From an optimization exercise on the open Yosys and OpenROAD flow, aimed at small area, a short achievable clock period and few clock cycles; shortcuts taken in it are not production practice. In this exercise RTL edits were held to simulation tests only and were not proved equivalent to the original. Power and IR drop assume default switching activity.

==> flow/design.v <==
module s88_scanner (
    input  wire        clk,
    input  wire        rst,           
    input  wire        cmd_valid,
    input  wire        cmd_enable,
    input  wire [7:0]  cmd_mc,
    output wire        cmd_ready,
    output reg         req_valid,
    output reg         req_start,
    output reg  [5:0]  req_want,
    input  wire        bat_valid,
    input  wire [31:0] bat_value,
    input  wire [5:0]  bat_n,
    output reg         ev_valid,
    output reg  [7:0]  ev_addr,
    output wire [1:0]  ev_state,
    input  wire        ev_ready
);
    reg [31:0] w0, w1, w2, w3;
    reg [1:0]  ph;
    reg [2:0]  hw_w;                
    reg [4:0]  hw_b;
    reg        enabled;
    reg [3:0]  mcm;                 
    reg [1:0]  pq;                  
    reg        vld;                 
    reg        fast;
    reg        f1;                  
    reg [31:0] v;
    reg [5:0]  nv;                  
    reg [4:0]  sh;                  
    reg [4:0]  k;                   
    reg        kfin;                
    reg        ev_st;               
    reg        e1_v;                
    reg [7:0]  e1_addr;
    reg        e1_st;
    integer j;
    assign ev_state  = {ev_st, ~ev_st};
    assign cmd_ready = !vld;
    wire [1:0] lastw = mcm[3:2];
    wire       want_full = (pq != lastw) || (mcm[1:0] == 2'd3);
    wire [5:0] want = req_want;
    wire can = !e1_v;               
    wire [31:0] m = v ^ w0;
    reg  [31:0] pre;                
    always @* begin
        pre[0] = 1'b0;
        for (j = 1; j < 32; j = j + 1)
            pre[j] = pre[j-1] | m[j-1];
    end
    wire [31:0] lo    = m & ~pre;
    wire        any   = |m;
    wire        multi = |(m & pre);
    reg  [5:0]  idx1;               
    always @* begin
        idx1 = 6'd0;
        for (j = 0; j < 32; j = j + 1)
            if (lo[j]) idx1 = idx1 | (j + 1);
    end
    wire        f_act  = vld && fast;
    wire        f_emit = f_act && any && can;
    wire        f_done = f_act && f1 && can;
    wire        s_act  = vld && !fast && (sh == 5'd0) && !kfin;
    wire        s_in   = ({1'b0, k} < nv) && ((ph != lastw) || (k[4:3] <= mcm[1:0]));
    wire        s_unk  = (hw_w == {1'b0, ph}) && (k == hw_b);
    wire        s_chg  = s_in && (s_unk || (v[0] ^ w0[0]));
    wire        s_step = s_act && (!s_chg || can);
    wire        s_emit = s_act && s_chg && can;
    wire        s_nb   = s_in ? v[0] : w0[0];
    wire        s_done = vld && !fast && kfin;
    wire done = f_done || s_done;
    wire emit = f_emit || s_emit;
    wire [5:0] eoff  = fast ? idx1 : ({1'b0, k} + 6'd1);
    wire [7:0] eaddr = {{1'b0, ph} + {2'b00, eoff[5]}, eoff[4:0]};
    wire       est   = fast ? |(lo & v) : v[0];
    wire acc = req_valid && bat_valid;
    wire rot = done || (!vld && (ph != pq));
    wire       part_w = !bat_n[5];                  
    wire       ce_w   = part_w || (pq == lastw);
    wire       fast_w = !part_w && want_full && (hw_w > {1'b0, pq});
    wire [31:0] dn = bat_value ^ w1;
    reg  [31:0] t_any [0:5];
    reg  [31:0] t_mul [0:5];
    integer l;
    always @* begin
        for (j = 0; j < 32; j = j + 1) begin
            t_any[0][j] = dn[j];
            t_mul[0][j] = 1'b0;
        end
        for (l = 1; l < 6; l = l + 1)
            for (j = 0; j < 32; j = j + 1)
                if (j < (32 >> l)) begin
                    t_any[l][j] = t_any[l-1][2*j] | t_any[l-1][2*j+1];
                    t_mul[l][j] = t_mul[l-1][2*j] | t_mul[l-1][2*j+1]
                                | (t_any[l-1][2*j] & t_any[l-1][2*j+1]);
                end else begin
                    t_any[l][j] = 1'b0;
                    t_mul[l][j] = 1'b0;
                end
    end
    wire dn_le1 = !t_mul[5][0];
    wire       vld_n  = acc || (vld && !done);
    wire       fast_n = acc ? fast_w : fast;
    wire       f1_n   = acc ? (vld && fast_w && dn_le1) : (f1 || (f_act && !multi));
    wire       slot0  = !ev_valid || ev_ready;
    wire       evv_n  = slot0 ? (e1_v || emit) : 1'b1;
    wire       e1v_n  = slot0 ? 1'b0 : (e1_v || emit);
    wire       cmd_t  = cmd_valid && !vld;
    wire       en_cmd = cmd_t && cmd_enable && !enabled && cmd_mc >= 8'd1 && cmd_mc <= 8'd16;
    wire       en_n   = en_cmd || (enabled && !(cmd_t && !cmd_enable));
    wire [1:0] ph_n   = en_cmd ? 2'd0 : (rot ? ph + 2'd1 : ph);
    wire [1:0] pq_n   = en_cmd ? 2'd0 : (acc ? (ce_w ? 2'd0 : pq + 2'd1) : pq);
    wire [3:0] mcm_n  = en_cmd ? cmd_mc[3:0] - 4'd1 : mcm;
    wire       rv_n   = en_n && (vld_n ? (fast_n && f1_n && !e1v_n && (ph_n + 2'd1 == pq_n))
                                       : (ph_n == pq_n));
    wire [31:0] hn = w0 ^ (lo & {32{f_emit}});
    always @(posedge clk) begin
        if (rot) begin
            w0 <= w1; w1 <= w2; w2 <= w3; w3 <= hn;
        end else if (s_step) begin
            w0 <= {s_nb, w0[31:1]};
        end else begin
            w0 <= hn;
        end
    end
    always @(posedge clk) begin
        fast <= fast_n;
        f1   <= f1_n;
        ph   <= ph_n;
        pq   <= pq_n;
        if (acc) begin
            v    <= bat_value;
            nv   <= bat_n[5] ? 6'd32 : bat_n;
            sh   <= (part_w && bat_n[4:0] != 5'd0) ? (5'd0 - bat_n[4:0]) : 5'd0;
            k    <= 5'd0;
            kfin <= 1'b0;
        end else if (vld && !fast && sh != 5'd0) begin
            v  <= {v[0], v[31:1]};
            sh <= sh - 5'd1;
        end else if (s_step) begin
            v  <= {v[0], v[31:1]};
            k  <= k + 5'd1;
            if (k == 5'd31)
                kfin <= 1'b1;
        end
        if (slot0) begin
            if (e1_v) begin
                ev_addr <= e1_addr;
                ev_st   <= e1_st;
            end else if (emit) begin
                ev_addr <= eaddr;
                ev_st   <= est;
            end
        end
        if (emit && !slot0) begin
            e1_addr <= eaddr;
            e1_st   <= est;
        end
        if (s_step && s_in && s_unk)
            {hw_w, hw_b} <= {hw_w, hw_b} + 8'd1;
        mcm       <= mcm_n;
        req_start <= (pq_n == 2'd0);
        req_want  <= (pq_n != mcm_n[3:2]) ? 6'd32 : {3'd1 + {1'b0, mcm_n[1:0]}, 3'b000};
        if (en_cmd) begin
            hw_w <= 3'd0;
            hw_b <= 5'd0;
        end
    end
    always @(posedge clk) begin
        if (rst) begin
            enabled   <= 1'b0;
            vld       <= 1'b0;
            ev_valid  <= 1'b0;
            e1_v      <= 1'b0;
            req_valid <= 1'b0;
        end else begin
            enabled   <= en_n;
            vld       <= vld_n;
            ev_valid  <= evv_n;
            e1_v      <= e1v_n;
            req_valid <= rv_n;
        end
    end
endmodule
export LEC_CHECK = 0
export CAP_MARGIN = 20
export CORE_MARGIN = 2
export CORE_UTILIZATION = 40
export SLEW_MARGIN = 20
create_clock -name core_clock -period 10.0 [get_ports {clk}]
standard.sh (not shown) runs the stock make flow with config.mk's settings and CLKGATE_MAP_FILE= SYNTH_SCRIPT=/design/flow/synth_recipe.tcl, a recipe that flattens the netlist after the stock synthesis.
==> flow/flow/run.sh <==
#!/bin/bash
bash standard.sh SETUP_SLACK_MARGIN=7 "BUFFER_PORTS_ARGS=-buffer_cell sky130_fd_sc_hd__buf_1" CTS_CLUSTER_SIZE=20 CTS_CLUSTER_DIAMETER=150 MATCH_CELL_FOOTPRINT=0 finish > standard.log 2>&1
Testbench counts at the start, summed over its fixed seeds: cycles 11,461.
Edit:
==> flow/flow/run.sh (replaced) <==
#!/bin/bash
bash standard.sh SETUP_SLACK_MARGIN=6.75 "BUFFER_PORTS_ARGS=-buffer_cell sky130_fd_sc_hd__buf_2" ABC_AREA=1 finish > standard.log 2>&1
After rerunning: The changed run passed the timing, DRC and antenna checks. Power falls by a few percent. Critical path depth is unchanged. Register-to-register slack got worse by 0.23 ns. Wire length falls by a few percent. Worst setup slack got worse by 0.46 ns. Sequential share of layout area rises by 0.51 points. Cell area falls slightly. Maximum frequency falls by roughly a tenth.
Edit:
==> flow/flow/run.sh (replaced) <==
#!/bin/bash
bash standard.sh SETUP_SLACK_MARGIN=6.5 "BUFFER_PORTS_ARGS=-buffer_cell sky130_fd_sc_hd__buf_1" CTS_CLUSTER_SIZE=20 CTS_CLUSTER_DIAMETER=150 finish > standard.log 2>&1
=> Final area falls by roughly a tenth; power falls by a little under a tenth; first-iteration DRC count falls by about a fifth; area after synthesis is about the same.
Edit:
==> flow/run.sh (new file) <==
#!/bin/bash
# synth_recipe.tcl (not shown) runs the flow's synth.tcl, then flattens the netlist and writes it again
# the make line also repeats each setting of config.mk as NAME=value (left out here)
make -C /OpenROAD-flow-scripts/flow DESIGN_CONFIG=/design/flow/config.mk WORK_HOME=/design/flow/orfs CLKGATE_MAP_FILE= SYNTH_SCRIPT=/design/flow/synth_recipe.tcl finish
- CTS_CLUSTER_DIAMETER: default -> 150
- CTS_CLUSTER_SIZE: default -> 20
- SETUP_SLACK_MARGIN: default -> 5
removed: flow/flow/run.sh
removed: flow/standard.sh
First-iteration DRC count decreases by 3.4%.
Core utilization is lower by 0.24 points.
Design area went down by 0.51%.
Global-route usage came out lower by 0.16 points.
Combinational power stays flat.
Edit:
==> flow/flow/run.sh (new file) <==
#!/bin/bash
bash standard.sh SETUP_SLACK_MARGIN=6.5 "BUFFER_PORTS_ARGS=-buffer_cell sky130_fd_sc_hd__buf_2"  finish > standard.log 2>&1
==> flow/standard.sh (new file) <==
#!/bin/bash
# synth_recipe.tcl (not shown) runs the flow's synth.tcl, then flattens the netlist and writes it again
# the make line also repeats each setting of config.mk as NAME=value (left out here)
make -C /OpenROAD-flow-scripts/flow DESIGN_CONFIG=/design/flow/config.mk WORK_HOME=/design/flow/orfs CLKGATE_MAP_FILE= SYNTH_SCRIPT=/design/flow/synth_recipe.tcl "${@:-finish}"
- CTS_CLUSTER_DIAMETER: 150 -> default
- CTS_CLUSTER_SIZE: 20 -> default
- SETUP_SLACK_MARGIN: 5 -> default
removed: flow/run.sh
What happened: Via count stays flat. Sequential power barely changes. Clock-buffer cell count goes up by 12. Global-route usage increases by 0.19 points. Fmax went up by about 34%. Power goes up by 9.0%.
Edit:
==> flow/flow/run.sh (replaced) <==
#!/bin/bash
bash standard.sh SETUP_SLACK_MARGIN=7 "BUFFER_PORTS_ARGS=-buffer_cell sky130_fd_sc_hd__buf_2"  finish > standard.log 2>&1
The new run produced a clean layout.
Wire length climbs by a few percent.
Power climbs by a few percent.
Die area is unchanged.
Worst hold slack hardly moves.
Sequential share of layout area drops by 4.1 points.
Cell area climbs by roughly a tenth.
Clock skew drops by 0.0077 ns.
Synthesized cell count is unchanged.

[what the ideal ports hide]
The results above use ideal ports. As a check the final layouts listed here were re-extracted and re-timed, cells and wires unchanged.
Step 1 sets driving cells, clkbuf_16 on the clock port and buf_2 on the other inputs (assumed; they add their load-dependent delay and slew).
Step 2 times the ports against the registers' clock, not the clock port: input delays grow and output delays shrink by t, the midpoint of the rising clock arrivals with the driver on.
a / b / c = ideal ports / drivers / drivers and shift; a / b = the first two.
run | t, ns | setup WS [ns] | hold slack, ns | worst register clock-pin slew, ns | worst slew at a driven data input, ns
the first run | 0.540 | 6.770 / 6.783 / 6.243 | 0.399 / 0.399 / 0.399 | 0.10 / 0.10 | 0.07
the second run | 0.568 | 6.313 / 6.325 / 5.757 | 0.416 / 0.416 / 0.416 | 0.06 / 0.06 | 0.07
the third run | 0.524 | 6.549 / 6.500 / 6.081 | 0.423 / 0.423 / 0.423 | 0.09 / 0.09 | 0.04
the fourth run | 0.534 | 5.421 / 5.435 / 4.901 | 0.406 / 0.406 / 0.406 | 0.09 / 0.09 | 0.04
the fifth run | 0.575 | 6.590 / 6.616 / 6.040 | 0.416 / 0.416 / 0.416 | 0.06 / 0.06 | 0.03
the sixth run | 0.569 | 6.848 / 6.872 / 6.304 | 0.414 / 0.414 / 0.414 | 0.06 / 0.06 | 0.07
After both steps every run listed still meets setup and hold. For the second run, which loses most, drivers alone change the setup slack by +0.012 ns; drivers and shift together by -0.556 ns.
